Context: an optimization exercise on an open-source flow, tuned for a short achievable clock period and few clock cycles. The choices shown serve that exercise and are no tape-out recipe.
RTL that was checked went through simulation tests only; none was proved equivalent to the original.
No functional check of the RTL was part of run 1.
No activity file was given, so power comes from the tool's default toggle rates.

## flow/config.mk

```make
export PLATFORM = sky130hd
export DESIGN_NAME = mc3_engine
export DESIGN_NICKNAME = mc3_engine
export VERILOG_FILES = /design/flow/design.v
export SDC_FILE = /design/flow/constraint.sdc
export NUM_CORES = 4
export LEC_CHECK = 0
export ABC_CLOCK_PERIOD_IN_PS = 2500
export CAP_MARGIN = 20
export CORE_MARGIN = 2
export CORE_UTILIZATION = 40
export SETUP_SLACK_MARGIN = 5
export SLEW_MARGIN = 20
```

## flow/constraint.sdc

```tcl
create_clock -name core_clock -period 8.0 [get_ports {clk}]
set_input_delay 1.6000 -clock core_clock [delete_from_list [all_inputs] [get_ports {clk}]]
set_output_delay 1.6000 -clock core_clock [all_outputs]
set_load 0.01 [all_outputs]
```

## flow/design.v

```verilog
module mc3_engine (
    input  wire        clk,
    input  wire        rst,           
    input  wire        start,         
    input  wire [15:0] prog_len,      
    output wire [15:0] prog_addr,
    input  wire [7:0]  prog_rdata,
    output reg         mem_en,
    output reg         mem_we,
    output reg  [24:0] mem_addr,
    output reg  [23:0] mem_wdata,
    input  wire [23:0] mem_rdata,
    output wire        done,          
    output wire [1:0]  fault,         
    output wire [15:0] pc,            
    output wire [24:0] mem_len        
);
    localparam [7:0] OP_STORE      = 8'd17;
    localparam [7:0] OP_SQRT       = 8'd19;
    localparam [7:0] OP_LOAD_MEM   = 8'd24;
    localparam [7:0] OP_LOAD_CONST = 8'd28;
    localparam [1:0] C_LC = 2'd0, C_ST = 2'd1, C_LM = 2'd2, C_SQ = 2'd3;
    localparam integer Q = 6;        
    integer i;
    reg        busy;         
    reg        done_r;
    reg        fend;         
    reg [1:0]  fault_r;
    reg [15:0] pc_r;
    reg [24:0] mlen_r;
    reg [15:0] len_r;
    assign done    = done_r;
    assign fault   = fault_r;
    assign pc      = pc_r;
    assign mem_len = mlen_r;
    wire go = start && !busy;
    reg [15:0] qB  [0:Q-1];
    reg [23:0] qC  [0:Q-1];
    reg [23:0] qD  [0:Q-1];
    reg [24:0] qBE [0:Q-1];      
    reg [24:0] qDE [0:Q-1];      
    reg [1:0]  qcls[0:Q-1];
    reg [Q-1:0] qv;              
    reg [Q-1:0] qskip;           
    reg [Q-1:0] qrep;            
    reg [Q-1:0] qlc, qst, qlm, qsq;    
    reg [Q-1:0] qhz;             
    reg [Q-1:0] qph;             
    reg [Q-1:0] rpo;             
    reg [2:0]   rpb;             
    reg [2:0]   nres;            
    wire pop;                    
    reg [15:0] fa;           
    reg [15:0] left;         
    reg [3:0]  fidx;         
    reg        fv;           
    reg [1:0]  fcls;         
    reg [15:0] fpc;          
    reg [2:0]  fslot;        
    reg        f_lt5, f_lt6, f_lt9;    
    assign prog_addr = fa;
    reg        t1_v;
    reg [3:0]  t1_idx;
    reg [2:0]  t1_slot;      
    reg        t1_last;
    reg [1:0]  t1_cls;
    reg [1:0]  d_cls;
    reg        d_bad;
    wire [1:0] in_cls = (prog_rdata == OP_LOAD_CONST) ? C_LC :
                        (prog_rdata == OP_STORE)      ? C_ST :
                        (prog_rdata == OP_LOAD_MEM)   ? C_LM : C_SQ;
    wire       in_bad = (prog_rdata != OP_LOAD_CONST) && (prog_rdata != OP_STORE) &&
                        (prog_rdata != OP_LOAD_MEM) && (prog_rdata != OP_SQRT);
    wire d_trunc = (d_cls == C_LC) ? f_lt6 : (d_cls == C_ST) ? f_lt5 : f_lt9;
    wire d_fault = d_bad || d_trunc;
    wire [3:0] f_lastidx = (fcls == C_LC) ? 4'd5 : (fcls == C_ST) ? 4'd4 : 4'd8;
    wire       f_islast  = fv && (fidx >= 4'd3) && (fidx == f_lastidx);
    wire       f_run     = busy && !fend;
    reg [15:0] aB;
    reg [23:0] aC;
    reg [15:0] aD;           
    reg [15:0] aBE;          
    reg        aBEc;         
    reg [15:0] aDE;          
    reg        aDEc;
    reg        aCz;          
    reg        aR0;          
    reg        aR0b;         
    reg        aR1;          
    wire [7:0] b = prog_rdata;
    wire [8:0] sum_bc0 = {1'b0, aB[7:0]}  + {1'b0, b};
    wire [8:0] sum_bc1 = {1'b0, aB[15:8]} + {1'b0, b} + {8'd0, aBEc};
    wire [8:0] sum_dc0 = {1'b0, aC[7:0]}  + {1'b0, b};
    wire [8:0] sum_dc1 = {1'b0, aC[15:8]} + {1'b0, b} + {8'd0, aDEc};
    wire [8:0] sum_dc2 = {1'b0, aC[23:16]} + {1'b0, b} + {8'd0, aDEc};
    wire [7:0] aBl_m1  = aB[7:0] - 8'd1;
    wire [7:0] aBh_m1  = aB[15:8] - 8'd1;
    localparam [3:0] E_IDLE = 4'd0,
                     E_ST_A = 4'd1,   
                     E_ST_B = 4'd2,   
                     E_RA   = 4'd6,   
                     E_RB   = 4'd7,   
                     E_WA   = 4'd8,   
                     E_WB   = 4'd9,   
                     E_BUB  = 4'd10,  
                     E_BUBR = 4'd11,  
                     E_REP  = 4'd12;  
    reg [3:0]  es;
    reg [24:0] raddr;        
    reg [24:0] waddr;        
    reg [23:0] rleft;        
    reg        lm_rep;
    localparam [2:0] U_IDLE = 3'd0, U_RD = 3'd1, U_CAP = 3'd2, U_DIG = 3'd3, U_RDY = 3'd4;
    reg [2:0]  us   [0:1];
    reg [23:0] uD   [0:1];
    reg [19:0] un   [0:1];   
    reg [12:0] uR   [0:1];   
    reg [11:0] ur   [0:1];   
    reg [15:0] ut3  [0:1];   
    reg [2:0]  uit  [0:1];
    wire [1:0] u_busy = {us[1] != U_IDLE, us[0] != U_IDLE};
    wire [1:0] u_rdy  = {us[1] == U_RDY,  us[0] == U_RDY};
    wire [16:0] sX   [0:1];
    wire [17:0] sc1  [0:1];
    wire [17:0] sc2  [0:1];
    wire [17:0] sc3  [0:1];
    wire [1:0]  sd   [0:1];
    wire [12:0] sRn  [0:1];
    wire [11:0] srn  [0:1];
    wire [15:0] st3n [0:1];
    genvar g;
    generate
        for (g = 0; g < 2; g = g + 1) begin : rootdig
            wire [15:0] t3x4 = {ut3[g][13:0], 2'b00};
            assign sX[g]  = {uR[g], un[g][19:16]};
            assign sc1[g] = {1'b0, sX[g]} - {3'd0, ur[g], 3'b001};
            assign sc2[g] = {1'b0, sX[g]} - {2'd0, ur[g], 4'b0100};
            assign sc3[g] = {1'b0, sX[g]} - {2'd0, ut3[g]};
            assign sd[g]  = !sc3[g][17] ? 2'd3 : !sc2[g][17] ? 2'd2 : !sc1[g][17] ? 2'd1 : 2'd0;
            assign sRn[g] = !sc3[g][17] ? sc3[g][12:0] : !sc2[g][17] ? sc2[g][12:0] :
                            !sc1[g][17] ? sc1[g][12:0] : sX[g][12:0];
            assign srn[g] = {ur[g][9:0], sd[g]};
            assign st3n[g] = (sd[g] == 2'd3) ? t3x4 + 16'd45 :
                             (sd[g] == 2'd2) ? t3x4 + 16'd21 :
                             (sd[g] == 2'd1) ? t3x4 - 16'd3  : t3x4 - 16'd27;
        end
    endgenerate
    wire [3:0]  s0x = mem_rdata[23:20];
    wire [1:0]  s0d = (s0x >= 4'd9) ? 2'd3 : (s0x >= 4'd4) ? 2'd2 :
                      (s0x >= 4'd1) ? 2'd1 : 2'd0;
    wire [3:0]  s0sq = (s0d == 2'd3) ? 4'd9 : (s0d == 2'd2) ? 4'd4 :
                       (s0d == 2'd1) ? 4'd1 : 4'd0;
    wire [15:0] s0t3 = (s0d == 2'd3) ? 16'd81 : (s0d == 2'd2) ? 16'd57 :
                       (s0d == 2'd1) ? 16'd33 : 16'd9;
    function touches;
        input [1:0]  cls;
        input        skip;
        input [15:0] eb;
        input [23:0] ec;
        input [23:0] ed;
        input [24:0] ebe;
        input [24:0] ede;
        input [23:0] a;
        begin
            case (cls)
                C_LC: touches = ({8'd0, eb} == a);
                C_ST: touches = ({8'd0, eb} == a) || ({8'd0, ec[15:0]} == a);
                C_SQ: touches = ({8'd0, eb} == a) || (ed == a);
                default: touches = !skip &&
                    ((({1'b0, a} >= {9'd0, eb}) && ({1'b0, a} < ebe)) ||
                     (({1'b0, a} >= {1'b0, ed}) && ({1'b0, a} < ede)));
            endcase
        end
    endfunction
    function [2:0] nxt;
        input [2:0] k;
        begin
            nxt = (k == Q - 1) ? 3'd0 : k + 3'd1;
        end
    endfunction
    reg [Q-1:0] hzn;         
    reg [Q-1:0] phn;         
    integer k, kp;
    always @(*) begin
        for (k = 0; k < Q; k = k + 1) begin
            kp = (k == 0) ? Q - 1 : k - 1;
            hzn[k] = !qv[k] ||
                (u_busy[0] && touches(qcls[k], qskip[k], qB[k], qC[k], qD[k], qBE[k], qDE[k], uD[0])) ||
                (u_busy[1] && touches(qcls[k], qskip[k], qB[k], qC[k], qD[k], qBE[k], qDE[k], uD[1]));
            phn[k] = qv[k] && qv[kp] && qsq[kp] && !rpo[k] &&
                touches(qcls[k], qskip[k], qB[k], qC[k], qD[k], qBE[k], qDE[k], qD[kp]);
        end
    end
    reg [15:0] hB;
    reg [23:0] hC;
    reg [23:0] hD;
    always @(*) begin
        hB = 16'd0;
        hC = 24'd0;
        hD = 24'd0;
        for (k = 0; k < Q; k = k + 1) begin
            hB = hB | (qB[k] & {16{rpo[k]}});
            hC = hC | (qC[k] & {24{rpo[k]}});
            hD = hD | (qD[k] & {24{rpo[k]}});
        end
    end
    wire h_v    = |(qv & rpo);
    wire h_hz   = |((qhz | qph) & rpo);
    wire h_lc   = |(qlc & rpo);
    wire h_st   = |(qst & rpo);
    wire h_sq   = |(qsq & rpo);
    wire h_skip = |(qskip & rpo);
    wire h_rep  = |(qrep & rpo);
    wire u_free0 = (us[0] == U_IDLE);
    wire u_free1 = (us[1] == U_IDLE);
    wire at_bnd  = (es == E_IDLE);
    wire uw      = at_bnd && (u_rdy != 2'b00);           
    wire uw1     = !u_rdy[0];                            
    wire hz_ok   = (u_busy == 2'b00) || !h_hz;
    assign pop   = at_bnd && !uw && h_v && hz_ok && (!h_sq || u_free0 || u_free1);
    wire pop_u1  = !u_free0;                             
    wire room    = (nres < Q);
    wire f_alloc = f_run && ((!fv && room) || (f_islast && left != 16'd1 && room));
    wire f_fault = f_run && fv && (fidx == 4'd2) && d_fault;
    always @(posedge clk) begin
        if (t1_v) begin
            case (t1_idx)
                4'd1: aB[7:0]  <= b;
                4'd2: aB[15:8] <= b;
                4'd3: begin
                    aC[7:0] <= b;
                    {aBEc, aBE[7:0]} <= sum_bc0;
                    aCz <= (b == 8'd0);
                end
                4'd4: begin
                    aC[15:8] <= b;
                    {aBEc, aBE[15:8]} <= sum_bc1;
                    aCz <= aCz && (b == 8'd0);
                end
                4'd5: begin
                    aC[23:16] <= b;
                    aCz <= aCz && (b == 8'd0);
                end
                4'd6: begin
                    aD[7:0] <= b;
                    {aDEc, aDE[7:0]} <= sum_dc0;
                    aR0  <= (b == aBl_m1);
                    aR0b <= (aB[7:0] == 8'd0);
                end
                4'd7: begin
                    aD[15:8] <= b;
                    {aDEc, aDE[15:8]} <= sum_dc1;
                    aR1 <= aR0 && (aR0b ? ((b == aBh_m1) && (aB[15:8] != 8'd0))
                                        : (b == aB[15:8]));
                end
                default: begin
                    d_cls <= in_cls;
                    d_bad <= in_bad;
                end
            endcase
        end
        for (i = 0; i < Q; i = i + 1) begin
            if (t1_v && t1_last && t1_slot == i) begin
                qB[i]   <= aB;
                qcls[i] <= t1_cls;
                qlc[i]  <= (t1_cls == C_LC);
                qst[i]  <= (t1_cls == C_ST);
                qlm[i]  <= (t1_cls == C_LM);
                qsq[i]  <= (t1_cls == C_SQ);
                qBE[i]  <= {{1'b0, aC[23:16]} + {8'd0, aBEc}, aBE};
                case (t1_cls)
                    C_LC: qC[i] <= {b, aC[15:0]};
                    C_ST: qC[i] <= {8'd0, b, aC[7:0]};
                    default: qC[i] <= aC;
                endcase
                qD[i]    <= {b, aD};
                qDE[i]   <= {sum_dc2, aDE};
                qskip[i] <= (t1_cls == C_LM) && aCz;
                qrep[i]  <= aR1 && (b == 8'd0);
            end
        end
        for (i = 0; i < 2; i = i + 1) begin
            case (us[i])
                U_CAP: begin
                    un[i]  <= mem_rdata[19:0];
                    ur[i]  <= {10'd0, s0d};
                    uR[i]  <= {9'd0, s0x - s0sq};
                    ut3[i] <= s0t3;
                    uit[i] <= 3'd5;
                end
                U_DIG: begin
                    un[i]  <= {un[i][15:0], 4'd0};
                    ur[i]  <= srn[i];
                    uR[i]  <= sRn[i];
                    ut3[i] <= st3n[i];
                    uit[i] <= uit[i] - 3'd1;
                end
                default: ;
            endcase
        end
        if (pop && h_sq) begin
            if (pop_u1) uD[1] <= hD;
            else        uD[0] <= hD;
        end
        if (rst) begin
            busy    <= 1'b0;
            done_r  <= 1'b0;
            fend    <= 1'b0;
            fault_r <= 2'd0;
            pc_r    <= 16'd0;
            mlen_r  <= 25'd0;
            len_r   <= 16'd0;
            qv      <= {Q{1'b0}};
            qhz     <= {Q{1'b1}};
            qph     <= {Q{1'b0}};
            rpo     <= {{(Q-1){1'b0}}, 1'b1};
            rpb     <= 3'd0;
            nres    <= 3'd0;
            fa      <= 16'd0;
            left    <= 16'd0;
            fidx    <= 4'd0;
            fv      <= 1'b0;
            fcls    <= 2'd0;
            fpc     <= 16'd0;
            fslot   <= 3'd0;
            f_lt5   <= 1'b0;
            f_lt6   <= 1'b0;
            f_lt9   <= 1'b0;
            t1_v    <= 1'b0;
            t1_idx  <= 4'd0;
            t1_slot <= 3'd0;
            t1_last <= 1'b0;
            t1_cls  <= 2'd0;
            es      <= E_IDLE;
            mem_en  <= 1'b0;
            mem_we  <= 1'b0;
            us[0]   <= U_IDLE;
            us[1]   <= U_IDLE;
        end else begin
            t1_v    <= go ? (prog_len != 16'd0) : (fv && f_run);
            t1_idx  <= go ? 4'd0 : fidx;
            t1_slot <= go ? rpb : fslot;
            t1_last <= !go && f_islast;
            t1_cls  <= fcls;
            if (go) begin
                busy    <= 1'b1;
                done_r  <= 1'b0;
                fault_r <= 2'd0;
                len_r   <= prog_len;
                fa      <= 16'd1;
                left    <= prog_len - 16'd1;
                fidx    <= 4'd1;
                fpc     <= 16'd0;
                fslot   <= rpb;
                f_lt5   <= prog_len < 16'd5;
                f_lt6   <= prog_len < 16'd6;
                f_lt9   <= prog_len < 16'd9;
                if (prog_len == 16'd0) begin
                    fend <= 1'b1;
                    fv   <= 1'b0;
                    pc_r <= 16'd0;
                end else begin
                    fend <= 1'b0;
                    fv   <= 1'b1;
                end
            end else if (f_run) begin
                if (!fv) begin
                    if (room) fv <= 1'b1;
                end else if (fidx == 4'd2) begin
                    if (d_fault) begin
                        fault_r <= d_bad ? 2'd1 : 2'd2;
                        pc_r    <= fpc;
                        fend    <= 1'b1;
                        fv      <= 1'b0;
                    end else begin
                        fcls <= d_cls;
                        if (d_cls == C_SQ) begin
                            fidx <= 4'd6;
                            fa   <= fa + 16'd4;
                            left <= left - 16'd4;
                        end else begin
                            fidx <= 4'd3;
                            fa   <= fa + 16'd1;
                            left <= left - 16'd1;
                        end
                    end
                end else if (f_islast) begin
                    fa    <= fa + 16'd1;
                    left  <= left - 16'd1;
                    fidx  <= 4'd0;
                    fpc   <= fa + 16'd1;
                    fslot <= nxt(fslot);
                    f_lt5 <= left < 16'd6;
                    f_lt6 <= left < 16'd7;
                    f_lt9 <= left < 16'd10;
                    if (left == 16'd1) begin
                        fend <= 1'b1;
                        fv   <= 1'b0;
                        pc_r <= len_r;
                    end else begin
                        fv   <= room;
                    end
                end else begin
                    fidx <= fidx + 4'd1;
                    fa   <= fa + 16'd1;
                    left <= left - 16'd1;
                end
            end
            if (go)
                nres <= (prog_len != 16'd0) ? 3'd1 : 3'd0;
            else
                nres <= nres + {2'd0, f_alloc} - {2'd0, pop || f_fault};
            for (i = 0; i < Q; i = i + 1) begin
                if (t1_v && t1_last && t1_slot == i)
                    qv[i] <= 1'b1;
                else if (pop && rpo[i])
                    qv[i] <= 1'b0;
            end
            if (pop) begin
                rpo <= {rpo[Q-2:0], rpo[Q-1]};
                rpb <= nxt(rpb);
            end
            qhz <= hzn;
            qph <= phn;
            if (go)
                mlen_r <= 25'd0;
            else if (mem_en && (mem_addr >= mlen_r))
                mlen_r <= mem_addr + 25'd1;
            for (i = 0; i < 2; i = i + 1) begin
                case (us[i])
                    U_RD:  us[i] <= U_CAP;
                    U_CAP: us[i] <= U_DIG;
                    U_DIG: if (uit[i] == 3'd1) us[i] <= U_RDY;
                    U_RDY: if (uw && (uw1 == i[0])) us[i] <= U_IDLE;
                    default: ;
                endcase
            end
            if (pop && h_sq) begin
                if (pop_u1) us[1] <= U_RD;
                else        us[0] <= U_RD;
            end
            mem_en <= 1'b0;
            mem_we <= 1'b0;
            case (es)
                E_IDLE: begin
                    if (uw) begin
                        mem_en    <= 1'b1;
                        mem_we    <= 1'b1;
                        mem_addr  <= {1'b0, uw1 ? uD[1] : uD[0]};
                        mem_wdata <= {12'd0, uw1 ? ur[1] : ur[0]};
                    end else if (pop) begin
                        mem_en    <= !h_skip;
                        mem_we    <= h_lc;
                        mem_addr  <= (h_lc || h_st || h_sq) ? {9'd0, hB} : {1'b0, hD};
                        mem_wdata <= hC;
                        raddr     <= {1'b0, hD} + 25'd1;
                        waddr     <= h_st ? {9'd0, hC[15:0]} : {9'd0, hB};
                        rleft     <= hC - 24'd1;
                        lm_rep    <= h_rep;
                        if (h_st)
                            es <= E_ST_A;
                        else if (!h_lc && !h_sq && !h_skip)
                            es <= E_RA;
                    end
                end
                E_ST_A: es <= E_ST_B;
                E_ST_B: begin
                    mem_en    <= 1'b1;
                    mem_we    <= 1'b1;
                    mem_addr  <= waddr;
                    mem_wdata <= mem_rdata;
                    es        <= E_IDLE;
                end
                E_RA: begin
                    if (lm_rep) begin
                        es <= E_BUBR;
                    end else if (rleft != 24'd0) begin
                        mem_en   <= 1'b1;
                        mem_addr <= raddr;
                        raddr    <= raddr + 25'd1;
                        rleft    <= rleft - 24'd1;
                        es       <= E_RB;
                    end else begin
                        es <= E_BUB;
                    end
                end
                E_RB, E_BUB: begin
                    mem_en    <= 1'b1;
                    mem_we    <= 1'b1;
                    mem_addr  <= waddr;
                    mem_wdata <= mem_rdata;
                    waddr     <= waddr + 25'd1;
                    es        <= (es == E_RB) ? E_WA : E_IDLE;
                end
                E_WA: begin
                    mem_en    <= 1'b1;
                    mem_we    <= 1'b1;
                    mem_addr  <= waddr;
                    mem_wdata <= mem_rdata;
                    waddr     <= waddr + 25'd1;
                    es        <= (rleft != 24'd0) ? E_WB : E_IDLE;
                end
                E_WB: begin
                    mem_en   <= 1'b1;
                    mem_addr <= raddr;
                    raddr    <= raddr + 25'd1;
                    rleft    <= rleft - 24'd1;
                    es       <= E_RA;
                end
                E_BUBR: begin
                    mem_en    <= 1'b1;
                    mem_we    <= 1'b1;
                    mem_addr  <= waddr;
                    mem_wdata <= mem_rdata;
                    waddr     <= waddr + 25'd1;
                    es        <= (rleft != 24'd0) ? E_REP : E_IDLE;
                end
                E_REP: begin
                    mem_en   <= 1'b1;
                    mem_we   <= 1'b1;
                    mem_addr <= waddr;
                    waddr    <= waddr + 25'd1;
                    rleft    <= rleft - 24'd1;
                    if (rleft == 24'd1)
                        es <= E_IDLE;
                end
                default: es <= E_IDLE;
            endcase
            if (busy && !go && fend && !t1_v && !h_v && at_bnd &&
                (u_busy == 2'b00)) begin
                busy   <= 1'b0;
                done_r <= 1'b1;
                fa     <= 16'd0;
                fidx   <= 4'd0;
            end
        end
    end
endmodule
```

## flow/run.sh

```bash
#!/bin/bash
# synth_recipe.tcl (not shown) runs the flow's synth.tcl, then flattens the netlist and writes it again
# the make line also repeats each setting of config.mk as NAME=value (left out here)
make -C /OpenROAD-flow-scripts/flow DESIGN_CONFIG=/design/flow/config.mk WORK_HOME=/design/flow/orfs CLKGATE_MAP_FILE= SYNTH_SCRIPT=/design/flow/synth_recipe.tcl finish
```

==> results by group, run 1 <==
Logic synthesis
  • Avg Inst Size Synth: 10.1 um^2
  • Cell Area, Synth: 96200 um^2
  • Synth Area in Compound Gates: 0.159
  • Yosys reg bits: 1292
  • Ys flop type: edfxtp_1
  • XOR/XNOR share of the synthesized area: 0.0497
  • Adder-Cell Fraction of Synth Area: 0.226
  • Net count after synthesis: 11300
  • Area leader, netlist: edfxtp_1
  • Top cells by area, synth: edfxtp_1 (35%), ha_1 (22%), a21oi_1 (3.7%)
  • Synth cell types: 95
  • Post-synth EDFFs: 1116
  • Area share of and/or/nand/nor cells after synthesis: 0.133
  • Seq/Total Area, Yosys: 0.385
  • Synth async-reset ratio: 0
  • Largest family of logic cells by synthesized area: adder cells
  • Synthesis Warnings: 14
  • Post-synthesis mux area share: 0.00692
  • Mapped Cells: 9537
  • Post-synth top area share: 0.349

CTS
  • H-tree depth: 4
  • Clock Path Buffers: 3
  • Number of CTS-inserted buffers: 160
  • Clk pin slew, worst setup/hold paths: 60 ps
  • Root Buffer: clkbuf_16
  • Sink Count: 1292
  • Clk Latency, worst-skew pair: 870 ps
  • CTS tree: yes
  • Hold bufs inserted after CTS: 0

Power and ir drop
  • Maximum vdd drop: 0.000174 V
  • PwrDens: 132 nW/um^2
  • Static leakage: 0.0497 uW
  • Power consumption: 15700 uW

Timing
  • Max Freq: 301 MHz
  • Final TNS setup: 0 ps
  • Tmin final: 3320 ps
  • Share of the clock period used by the worst path: 0.415
  • Slew @ Worst Pin: 1350 ps
  • Max-slew headroom: 0.101
  • Unrepaired setup endpoints after global routing: yes
  • Worst Skew: 54.3 ps
  • Setup Viol. Count Final: 0
  • Max-slew violations: 0
  • Final Hold Viols: 0

Placed design
  • Final RePlAce weighted congestion: 1.07
  • Buffers added on ports: 161
  • DP Wirelength: 372 mm

Worst setup path
  • Max Fanout on Critical Path: 6
  • Crit. End Element: register
  • Worst EP required: 8750 ps
  • Crit path kind: reg2reg
  • Startpoint types: register
  • R2r worst-path depth: 11
  • Crit path DAT: 4080 ps

Final layout
  • Fin nets: 12300
  • Commonest non-fill, non-tap cell in the layout: ha_1
  • Fillers: 21500
  • Layout cells sized above 1: 0.184
  • Most frequent cells in the layout: ha_1 (1680), edfxtp_1 (1116), inv_1 (687), nand2_1 (675)
  • Area Growth Syn to Fin: 23.7%

Global route
  • Gr ovfl total: 0
  • GRT Overall Usage: 0.416
  • Vias in the first global route: 83900
  • First-pass GRT wire length: 699 mm
  • Largest net degree at the start of global routing: 123
  • Initial antenna violation count: 65

Detailed routing
  • DR WL/cell: 38.0 um
  • Routed length on met3: 69.1 mm
  • Vias: 91200
  • Pre-Repair DR Iteration Count: 6
  • Number of nets with antenna violations after routing: 0
  • Top sig layer: met5
  • Metal2 WL: 211 mm
  • Via density: 6.59
  • Routed WL: 526 mm
  • Routed length on met1: 195 mm
  • Drt drc: 0
  • DR iter-0 viols: 13400

Floorplan
  • FP Rows: 179
  • IO Count: 162
  • Die Span Y: 494 um
  • Die X: 494 um
  • Initial Util: 0.403
  • Core ar.: 239000 um^2
  • Die ar.: 244000 um^2

Run status
  • Status: complete, no violations

Min path
  • Hold Path Depth: 2
  • Type of the worst min-delay path: reg2reg

Flow run
  • Max Cap Viol: 0
## through the flow
step           instance area, um^2  hold slack [ps]   util  setup slack, ps  cells
6_report                    119000              459  0.499             4680  13800
5_1_grt                     119000              472  0.498             4770  13800
4_1_cts                     115000              459  0.482             4800  13600
3_5_place_dp                103000              451  0.433             2950  12900
3_3_place_gp                103000              442  0.432             2470  12900
2_1_floorplan                96200              432      -             3900   9537
## layer usage
layer	up-vias	GRT usage
li1	38100	-
met1	44700	0.517
met2	6644	0.582
met3	1809	0.146
met4	27	0.326
met5	-	0
## kinds of logic (layout without fill, tap and decap cells)
kind of cell | count (synthesis) | after routing
mux | 65 | 65
flops | 1292 | 1292
compound gates | 2371 | 2371
xor+xnor | 546 | 546
fa+ha+maj | 1734 | 1734
other cells | 0 | 39
simple gates | 2574 | 2574
buf+inv | 955 | 2050
## where the power goes
part	total (uW)	switching (uW)	internal, uW
logic	635	393	242
clock network	7780	3340	4440
registers	7320	40.2	7280
## synthesized netlist by cell type, types with 16 or more instances
master	n
nor4_1	120
o21ai_0	409
inv_1	709
buf_2	18
a211o_1	19
a221o_1	18
buf_1	16
buf_6	18
a21oi_1	716
a21boi_0	23
o211ai_1	63
a21o_1	327
a31oi_1	55
o22ai_1	19
dfxtp_1	176
nor2b_1	113
clkbuf_1	188
and3_1	64
or3_1	42
nand3_1	243
o21a_1	64
and2_1	37
ha_1	1725
o2111ai_1	25
xnor2_1	312
nor3_1	205
mux2i_1	53
a221oi_1	36
nand4_1	307
nand2b_1	83
edfxtp_1	1116
o21bai_1	25
a22oi_1	228
nor2_1	517
a211oi_1	133
and4_1	32
xor2_1	234
a2111oi_0	44
or4_1	19
nand2_1	695
o31ai_1	42
nor3b_1	22
## path summary, 6_finish.rpt
kind                   from         to  slack [ps]
setup / recovery  uD[1][17]     qhz[1]        4680
hold reg to reg   len_r[15]  len_r[15]         460
setup reg to reg  uD[1][17]     qhz[1]        4680
hold / removal    len_r[15]  len_r[15]         460
## final cells by class
| cell class | instances | area [um^2] | share of cell area |
|---|---|---|---|
| sequential | 1292 | 37200 | 0.313 |
| multi-input combinational | 7290 | 59500 | 0.500 |
| timing repair buffer | 1047 | 10000 | 0.0844 |
| tap | 3167 | 3960 | 0.0333 |
| antenna | 39 | 97.6 | 0.000821 |
| clock inverter | 105 | 1270 | 0.0107 |
| inverter | 709 | 2680 | 0.0225 |
| clock buffer | 189 | 4170 | 0.0351 |
## repair_timing
item                                     CTS  global route
buffers inserted                         388           188
endpoints found under the setup margin   614           339
pin swaps                                135           178
gates resized for setup                 1235           439
cloned                                    10             7
## critical path, stage by stage, from the launching register on
cell and delay, ps:
edfxtp_1 470, buf_12 180, buf_4 130, buf_12 140
ha_1 270, nand4_1 80, buf_4 200, nor3b_4 420
o311ai_0 210, a21oi_1 550, o311ai_4 200, a221o_1 310
## sequential cells by signal, summed over array words and instances, names as in the netlist, 25 cells and up
signal	flops
mem_addr	25
mlen_r	25
qB	96
qBE	150
qC	144
qD	144
qDE	150
raddr	25
uD	48
uR	26
un	40
ut3	26
waddr	25
==> inputs of run 2 (changes only) <==
--- a/flow/design.v
+++ b/flow/design.v
@@ -37,8 +37,6 @@
     reg [15:0] qB  [0:Q-1];
     reg [23:0] qC  [0:Q-1];
     reg [23:0] qD  [0:Q-1];
-    reg [24:0] qBE [0:Q-1];      
-    reg [24:0] qDE [0:Q-1];      
     reg [1:0]  qcls[0:Q-1];
     reg [Q-1:0] qv;              
     reg [Q-1:0] qskip;           
@@ -79,20 +77,11 @@
     reg [15:0] aB;
     reg [23:0] aC;
     reg [15:0] aD;           
-    reg [15:0] aBE;          
-    reg        aBEc;         
-    reg [15:0] aDE;          
-    reg        aDEc;
     reg        aCz;          
     reg        aR0;          
     reg        aR0b;         
     reg        aR1;          
     wire [7:0] b = prog_rdata;
-    wire [8:0] sum_bc0 = {1'b0, aB[7:0]}  + {1'b0, b};
-    wire [8:0] sum_bc1 = {1'b0, aB[15:8]} + {1'b0, b} + {8'd0, aBEc};
-    wire [8:0] sum_dc0 = {1'b0, aC[7:0]}  + {1'b0, b};
-    wire [8:0] sum_dc1 = {1'b0, aC[15:8]} + {1'b0, b} + {8'd0, aDEc};
-    wire [8:0] sum_dc2 = {1'b0, aC[23:16]} + {1'b0, b} + {8'd0, aDEc};
     wire [7:0] aBl_m1  = aB[7:0] - 8'd1;
     wire [7:0] aBh_m1  = aB[15:8] - 8'd1;
     localparam [3:0] E_IDLE = 4'd0,
@@ -106,6 +95,9 @@
                      E_BUBR = 4'd11,  
                      E_REP  = 4'd12;  
     reg [3:0]  es;
+    reg        acc_en;       
+    reg [24:0] acc_addr;
+    reg [23:0] rep_data;     
     reg [24:0] raddr;        
     reg [24:0] waddr;        
     reg [23:0] rleft;        
@@ -145,6 +137,9 @@
                              (sd[g] == 2'd1) ? t3x4 - 16'd3  : t3x4 - 16'd27;
         end
     endgenerate
+    reg  [1:0] u_wr;         
+    wire [11:0] u_root0 = (us[0] == U_RDY) ? ur[0] : srn[0];
+    wire [11:0] u_root1 = (us[1] == U_RDY) ? ur[1] : srn[1];
     wire [3:0]  s0x = mem_rdata[23:20];
     wire [1:0]  s0d = (s0x >= 4'd9) ? 2'd3 : (s0x >= 4'd4) ? 2'd2 :
                       (s0x >= 4'd1) ? 2'd1 : 2'd0;
@@ -158,17 +153,13 @@
         input [15:0] eb;
         input [23:0] ec;
         input [23:0] ed;
-        input [24:0] ebe;
-        input [24:0] ede;
         input [23:0] a;
         begin
             case (cls)
                 C_LC: touches = ({8'd0, eb} == a);
                 C_ST: touches = ({8'd0, eb} == a) || ({8'd0, ec[15:0]} == a);
                 C_SQ: touches = ({8'd0, eb} == a) || (ed == a);
-                default: touches = !skip &&
-                    ((({1'b0, a} >= {9'd0, eb}) && ({1'b0, a} < ebe)) ||
-                     (({1'b0, a} >= {1'b0, ed}) && ({1'b0, a} < ede)));
+                default: touches = !skip;
             endcase
         end
     endfunction
@@ -185,10 +176,10 @@
         for (k = 0; k < Q; k = k + 1) begin
             kp = (k == 0) ? Q - 1 : k - 1;
             hzn[k] = !qv[k] ||
-                (u_busy[0] && touches(qcls[k], qskip[k], qB[k], qC[k], qD[k], qBE[k], qDE[k], uD[0])) ||
-                (u_busy[1] && touches(qcls[k], qskip[k], qB[k], qC[k], qD[k], qBE[k], qDE[k], uD[1]));
+                (u_busy[0] && touches(qcls[k], qskip[k], qB[k], qC[k], qD[k], uD[0])) ||
+                (u_busy[1] && touches(qcls[k], qskip[k], qB[k], qC[k], qD[k], uD[1]));
             phn[k] = qv[k] && qv[kp] && qsq[kp] && !rpo[k] &&
-                touches(qcls[k], qskip[k], qB[k], qC[k], qD[k], qBE[k], qDE[k], qD[kp]);
+                touches(qcls[k], qskip[k], qB[k], qC[k], qD[k], qD[kp]);
         end
     end
     reg [15:0] hB;
@@ -214,14 +205,57 @@
     wire u_free0 = (us[0] == U_IDLE);
     wire u_free1 = (us[1] == U_IDLE);
     wire at_bnd  = (es == E_IDLE);
-    wire uw      = at_bnd && (u_rdy != 2'b00);           
-    wire uw1     = !u_rdy[0];                            
+    wire uw      = at_bnd && (u_wr != 2'b00);            
+    wire uw1     = !u_wr[0];                             
     wire hz_ok   = (u_busy == 2'b00) || !h_hz;
     assign pop   = at_bnd && !uw && h_v && hz_ok && (!h_sq || u_free0 || u_free1);
     wire pop_u1  = !u_free0;                             
     wire room    = (nres < Q);
     wire f_alloc = f_run && ((!fv && room) || (f_islast && left != 16'd1 && room));
     wire f_fault = f_run && fv && (fidx == 4'd2) && d_fault;
+    reg        n_en;
+    reg        n_we;
+    reg [24:0] n_addr;
+    reg [23:0] n_wdata;
+    always @(*) begin
+        n_en    = 1'b0;
+        n_we    = 1'b0;
+        n_addr  = waddr;
+        n_wdata = mem_rdata;
+        case (es)
+            E_IDLE: begin
+                if (uw) begin
+                    n_en    = 1'b1;
+                    n_we    = 1'b1;
+                    n_addr  = {1'b0, uw1 ? uD[1] : uD[0]};
+                    n_wdata = {12'd0, uw1 ? u_root1 : u_root0};
+                end else if (pop) begin
+                    n_en    = !h_skip;
+                    n_we    = h_lc;
+                    n_addr  = (h_lc || h_st || h_sq) ? {9'd0, hB} : {1'b0, hD};
+                    n_wdata = hC;
+                end
+            end
+            E_ST_B, E_RB, E_BUB, E_WA, E_BUBR: begin
+                n_en = 1'b1;
+                n_we = 1'b1;
+            end
+            E_RA: begin
+                n_en   = !lm_rep && (rleft != 24'd0);
+                n_addr = raddr + 25'd1;
+            end
+            E_WB: begin
+                n_en   = 1'b1;
+                n_addr = raddr + 25'd1;
+            end
+            E_REP: begin
+                n_en    = 1'b1;
+                n_we    = 1'b1;
+                n_wdata = rep_data;
+            end
+            default: ;
+        endcase
+    end
     always @(posedge clk) begin
         if (t1_v) begin
             case (t1_idx)
@@ -229,12 +263,10 @@
                 4'd2: aB[15:8] <= b;
                 4'd3: begin
                     aC[7:0] <= b;
-                    {aBEc, aBE[7:0]} <= sum_bc0;
                     aCz <= (b == 8'd0);
                 end
                 4'd4: begin
                     aC[15:8] <= b;
-                    {aBEc, aBE[15:8]} <= sum_bc1;
                     aCz <= aCz && (b == 8'd0);
                 end
                 4'd5: begin
@@ -243,13 +275,11 @@
                 end
                 4'd6: begin
                     aD[7:0] <= b;
-                    {aDEc, aDE[7:0]} <= sum_dc0;
                     aR0  <= (b == aBl_m1);
                     aR0b <= (aB[7:0] == 8'd0);
                 end
                 4'd7: begin
                     aD[15:8] <= b;
-                    {aDEc, aDE[15:8]} <= sum_dc1;
                     aR1 <= aR0 && (aR0b ? ((b == aBh_m1) && (aB[15:8] != 8'd0))
                                         : (b == aB[15:8]));
                 end
@@ -267,18 +297,22 @@
                 qst[i]  <= (t1_cls == C_ST);
                 qlm[i]  <= (t1_cls == C_LM);
                 qsq[i]  <= (t1_cls == C_SQ);
-                qBE[i]  <= {{1'b0, aC[23:16]} + {8'd0, aBEc}, aBE};
                 case (t1_cls)
                     C_LC: qC[i] <= {b, aC[15:0]};
                     C_ST: qC[i] <= {8'd0, b, aC[7:0]};
                     default: qC[i] <= aC;
                 endcase
                 qD[i]    <= {b, aD};
-                qDE[i]   <= {sum_dc2, aDE};
                 qskip[i] <= (t1_cls == C_LM) && aCz;
                 qrep[i]  <= aR1 && (b == 8'd0);
             end
         end
+        mem_addr  <= n_addr;
+        mem_wdata <= n_wdata;
+        if (n_en)
+            acc_addr <= n_addr;
+        if (es == E_BUBR)
+            rep_data <= mem_rdata;
         for (i = 0; i < 2; i = i + 1) begin
             case (us[i])
                 U_CAP: begin
@@ -334,7 +368,9 @@
             es      <= E_IDLE;
             mem_en  <= 1'b0;
             mem_we  <= 1'b0;
+            acc_en  <= 1'b0;
             us[0]   <= U_IDLE;
+            u_wr    <= 2'b00;
             us[1]   <= U_IDLE;
         end else begin
             t1_v    <= go ? (prog_len != 16'd0) : (fv && f_run);
@@ -355,10 +391,10 @@
                 f_lt5   <= prog_len < 16'd5;
                 f_lt6   <= prog_len < 16'd6;
                 f_lt9   <= prog_len < 16'd9;
+                pc_r    <= 16'd0;
                 if (prog_len == 16'd0) begin
                     fend <= 1'b1;
                     fv   <= 1'b0;
-                    pc_r <= 16'd0;
                 end else begin
                     fend <= 1'b0;
                     fv   <= 1'b1;
@@ -424,39 +460,35 @@
             qph <= phn;
             if (go)
                 mlen_r <= 25'd0;
-            else if (mem_en && (mem_addr >= mlen_r))
-                mlen_r <= mem_addr + 25'd1;
+            else if (acc_en && (acc_addr >= mlen_r))
+                mlen_r <= acc_addr + 25'd1;
             for (i = 0; i < 2; i = i + 1) begin
                 case (us[i])
                     U_RD:  us[i] <= U_CAP;
                     U_CAP: us[i] <= U_DIG;
-                    U_DIG: if (uit[i] == 3'd1) us[i] <= U_RDY;
+                    U_DIG: if (uit[i] == 3'd1)
+                               us[i] <= (uw && (uw1 == i[0])) ? U_IDLE : U_RDY;
                     U_RDY: if (uw && (uw1 == i[0])) us[i] <= U_IDLE;
                     default: ;
                 endcase
+                u_wr[i] <= ((us[i] == U_DIG) && (uit[i] == 3'd2)) ||
+                           (((us[i] == U_RDY) || ((us[i] == U_DIG) && (uit[i] == 3'd1))) &&
+                            !(uw && (uw1 == i[0])));
             end
             if (pop && h_sq) begin
                 if (pop_u1) us[1] <= U_RD;
                 else        us[0] <= U_RD;
             end
-            mem_en <= 1'b0;
-            mem_we <= 1'b0;
+            mem_en <= n_en;
+            mem_we <= n_we;
+            acc_en <= n_en;
             case (es)
                 E_IDLE: begin
-                    if (uw) begin
-                        mem_en    <= 1'b1;
-                        mem_we    <= 1'b1;
-                        mem_addr  <= {1'b0, uw1 ? uD[1] : uD[0]};
-                        mem_wdata <= {12'd0, uw1 ? ur[1] : ur[0]};
-                    end else if (pop) begin
-                        mem_en    <= !h_skip;
-                        mem_we    <= h_lc;
-                        mem_addr  <= (h_lc || h_st || h_sq) ? {9'd0, hB} : {1'b0, hD};
-                        mem_wdata <= hC;
-                        raddr     <= {1'b0, hD} + 25'd1;
-                        waddr     <= h_st ? {9'd0, hC[15:0]} : {9'd0, hB};
-                        rleft     <= hC - 24'd1;
-                        lm_rep    <= h_rep;
+                    raddr     <= {1'b0, hD};
+                    waddr     <= h_st ? {9'd0, hC[15:0]} : {9'd0, hB};
+                    rleft     <= hC - 24'd1;
+                    lm_rep    <= h_rep;
+                    if (pop) begin
                         if (h_st)
                             es <= E_ST_A;
                         else if (!h_lc && !h_sq && !h_skip)
@@ -464,19 +496,11 @@
                     end
                 end
                 E_ST_A: es <= E_ST_B;
-                E_ST_B: begin
-                    mem_en    <= 1'b1;
-                    mem_we    <= 1'b1;
-                    mem_addr  <= waddr;
-                    mem_wdata <= mem_rdata;
-                    es        <= E_IDLE;
-                end
+                E_ST_B: es <= E_IDLE;
                 E_RA: begin
                     if (lm_rep) begin
                         es <= E_BUBR;
                     end else if (rleft != 24'd0) begin
-                        mem_en   <= 1'b1;
-                        mem_addr <= raddr;
                         raddr    <= raddr + 25'd1;
                         rleft    <= rleft - 24'd1;
                         es       <= E_RB;
@@ -485,40 +509,23 @@
                     end
                 end
                 E_RB, E_BUB: begin
-                    mem_en    <= 1'b1;
-                    mem_we    <= 1'b1;
-                    mem_addr  <= waddr;
-                    mem_wdata <= mem_rdata;
                     waddr     <= waddr + 25'd1;
                     es        <= (es == E_RB) ? E_WA : E_IDLE;
                 end
                 E_WA: begin
-                    mem_en    <= 1'b1;
-                    mem_we    <= 1'b1;
-                    mem_addr  <= waddr;
-                    mem_wdata <= mem_rdata;
                     waddr     <= waddr + 25'd1;
                     es        <= (rleft != 24'd0) ? E_WB : E_IDLE;
                 end
                 E_WB: begin
-                    mem_en   <= 1'b1;
-                    mem_addr <= raddr;
                     raddr    <= raddr + 25'd1;
                     rleft    <= rleft - 24'd1;
                     es       <= E_RA;
                 end
                 E_BUBR: begin
-                    mem_en    <= 1'b1;
-                    mem_we    <= 1'b1;
-                    mem_addr  <= waddr;
-                    mem_wdata <= mem_rdata;
                     waddr     <= waddr + 25'd1;
                     es        <= (rleft != 24'd0) ? E_REP : E_IDLE;
                 end
                 E_REP: begin
-                    mem_en   <= 1'b1;
-                    mem_we   <= 1'b1;
-                    mem_addr <= waddr;
                     waddr    <= waddr + 25'd1;
                     rleft    <= rleft - 24'd1;
                     if (rleft == 24'd1)
==> results by group, run 2 <==
Run status
  • Status: complete, no violations

Logic synthesis
  • Mapped Cells: 6175
  • Yosys reg bits: 1010
  • Net count after synthesis: 6367
  • Area leader, netlist: edfxtp_1
  • Ys flop type: edfxtp_1
  • Post-synth top area share: 0.391
  • Synth async-reset ratio: 0
  • Top cells by area, synth: edfxtp_1 (39%), dfxtp_1 (7.6%), xnor2_1 (7.2%)
  • Post-synth EDFFs: 783
  • Most common cell in the netlist: edfxtp_1
  • Synth cell types: 92
  • Cell Area, Synth: 60100 um^2
  • Avg Inst Size Synth: 9.74 um^2
  • Seq/Total Area, Yosys: 0.467
  • Post-synth top cells: edfxtp_1 (783), nand2_1 (549), xnor2_1 (497)
  • Synthesis Warnings: 12

Detailed routing
  • Via density: 6.67
  • Drt drc: 0
  • DR iter-0 viols: 8295
  • Number of nets with antenna violations after routing: 0
  • Routed WL: 330 mm
  • Pre-Repair DR Iteration Count: 9
  • DR WL/cell: 38.5 um
  • Vias: 57000

Worst setup path
  • FF-to-FF setup slack: 4790 ps
  • Critical Path Source: uD[1][8]
  • Max Fanout on Critical Path: 14
  • R2r worst-path depth: 9
  • Startpoint types: register
  • Crit path kind: reg2reg
  • Critical path endpoint: qhz[0]
  • Worst EP required: 8720 ps
  • Crit. End Element: register
  • Worst R2R End: qhz[0]
  • Crit path DAT: 3940 ps
  • Worst reg2reg path startpoint: uD[1][8]

Min path
  • Type of the worst min-delay path: reg2reg
  • Hold_sp: len_r[14]

Final layout
  • Fillers: 13900
  • Most frequent cells in the layout: edfxtp_1 (783), nand2_1 (530), xnor2_1 (496), nor2_1 (465), buf_4 (350)
  • Biggest regs: qC x144, qD x144, qB x96
  • Register Area: 28200 um^2
  • Multi-input logic area: 31600 um^2
  • Layout cells sized above 1: 0.173
  • Area Growth Syn to Fin: 20.4%
  • Commonest non-fill, non-tap cell in the layout: edfxtp_1
  • Non-Filler Instances: 8555
  • Fin nets: 6613

Placed design
  • Final RePlAce weighted congestion: 1.17
  • DP Wirelength: 227 mm
  • Placed cells: 8085
  • Buffers added on ports: 161

Global route
  • Initial antenna violation count: 31
  • GRT Overall Usage: 0.412
  • First-pass GRT wire length: 434 mm
  • Gr ovfl total: 0
  • Vias in the first global route: 51600
  • Largest net degree at the start of global routing: 67

CTS
  • Hold bufs inserted after CTS: 0
  • H-tree depth: 3
  • Number of CTS-inserted buffers: 114
  • Clk pin slew, worst setup/hold paths: 70 ps
  • Clk Latency, worst-skew pair: 800 ps
  • Root Buffer: clkbuf_16
  • Clock Path Buffers: 3
  • CTS tree: yes
  • Sink Count: 1010

Timing
  • Tmin final: 3210 ps
  • Max Freq: 311 MHz
  • Worst Skew: 74.6 ps
  • Max-slew violations: 0
  • Setup Viol. Count Final: 0
  • Max-slew headroom: 0.149
  • Final TNS setup: 0 ps
  • Slew @ Worst Pin: 1270 ps
  • Unrepaired setup endpoints after global routing: yes
  • Final Hold Viols: 0
  • Share of the clock period used by the worst path: 0.402
  • Min Hold Slack: 458 ps

Floorplan
  • Initial Util: 0.402
  • Die X: 392 um
  • Die ar.: 153000 um^2
  • Core ar.: 150000 um^2
  • IO Count: 162
  • Die Span Y: 392 um
  • FP Rows: 142

Power and ir drop
  • Static leakage: 0.0249 uW
  • Clk pwr share: 0.477
  • P_int: 8890 uW
  • Reg power frac: 0.494
  • Switching Power: 2630 uW
  • Comb power frac: 0.029
  • Power consumption: 11500 uW
  • Maximum vdd drop: 0.000212 V
  • Switching share of power: 0.228
  • PwrDens: 159 nW/um^2

Flow run
  • Max Cap Viol: 0
run 2: cell count changes after synthesis, sizes merged, moves of 58 or more:
cell,before,now
ha,1725,140
xor2,234,302
clkbuf,188,345
nand4,307,110
a21oi,716,311
mux2i,53,154
a21o,327,26
nand2,695,549
inv,709,237
edfxtp,1116,783
xnor2,312,497
o21ai,412,244
nor2b,113,55
run 2: kinds of logic after synthesis:
family | count (synthesis) | share of synthesized area
flops | 1010 | 0.467
buf+inv | 694 | 0.0443
simple gates | 1898 | 0.150
fa+ha+maj | 141 | 0.0295
mux | 172 | 0.0291
compound gates | 1461 | 0.164
xor+xnor | 799 | 0.116
run 2: layout make-up:
class / instances / share of cell area
Clock inverter: 73 / 0.0118
Sequential cell: 1010 / 0.390
Tap cell: 2016 / 0.0348
Antenna cell: 18 / 0.000622
Clock buffer: 143 / 0.0422
Inverter: 246 / 0.0131
Multi-Input combinational cell: 4476 / 0.436
Timing Repair Buffer: 573 / 0.0719
run 2: stage by stage:
stage / setup slack [ps] / util / instance area (um^2)
6_report: 4790 / 0.484 / 72400
4_1_cts: 4880 / 0.468 / 70100
3_5_place_dp: 3650 / 0.430 / 64300
5_1_grt: 4910 / 0.484 / 72400
2_1_floorplan: 4680 / - / 60500
3_3_place_gp: 3650 / 0.430 / 64300
run 2: how the worst min path moves through the flow:
stage | to | slack (ps) | cells after the start
after floorplan | qhz[4] | 410 | 1
after global placement | len_r[1] | 450 | 2
after detailed placement | len_r[1] | 450 | 2
after CTS | len_r[3] | 460 | 2
after global routing | len_r[0] | 480 | 2
final | len_r[14] | 460 | 2
run 2: what timing repair did:
| item | 4_1_cts | 5_1_grt |
|---|---|---|
| pin swaps | 35 | 64 |
| setup endpoints to repair | 479 | 241 |
| gates cloned | 9 | 11 |
| setup buffers | 101 | 109 |
| gates resized for setup | 683 | 235 |
run 2: metal layers:
layer  up-vias  GRT usage  part of all wire
li1      23300          -                 -
met1     27900      0.517              0.37
met2      4396      0.567              0.39
met3      1384      0.167              0.14
met4        16      0.296             0.094
met5         -     0.0198            0.0012
run 2: worst max-delay path: stages, from the launching register on:
cell and delay [ps]:
edfxtp_1 680, buf_6 410, inv_1 390, a21oi_2 410, nor2_1 70, o21ai_0 180
o2111ai_1 180, nor4_2 420, a41oi_1 190, o221ai_1 190
run 2: power by group through the flow:
stage | clock, uW | sequential [uW] | combinational, uW
finish | 5490 | 5680 | 338
global route | 5760 | 5680 | 363
CTS | 5560 | 5680 | 327
detailed placement | 0 | 5800 | 327
global placement | 0 | 5800 | 324
floorplan | 0 | 5790 | 163
Testbench counts of run 2, summed over its fixed seeds: cycles 24,782.

static timing again, ports no longer ideal:
In the flow no input, the clock included, has a driving cell. The finished layouts below were timed again as built, in two steps. Step 1 assumes that a clkbuf_16 drives the clock port and a buf_2 every other input. Step 2 moves the port delays by t, midway between the first and last clock arrival at a register: inputs arrive t later, outputs are due t later. That takes back most of the time a late clock gives input paths. a / b / c = ideal / step 1 / step 2; a / b = the first two.
run | shift t [ns] | setup slack, ns | worst register clock-pin slew, ns | worst data-port slew with drivers (ns) | pins driven straight from the clock port
run 1 | 0.941 | 4.679 / 4.679 / 3.965 | 0.07 / 0.07 | 0.07 | 1
run 2 | 0.852 | 4.786 / 4.786 / 4.233 | 0.07 / 0.07 | 0.06 | 1
After both steps setup and hold are still met in every run listed. The setup slack of run 1, which loses most, moves by 0.000 ns with the drivers and by -0.714 ns with both steps.
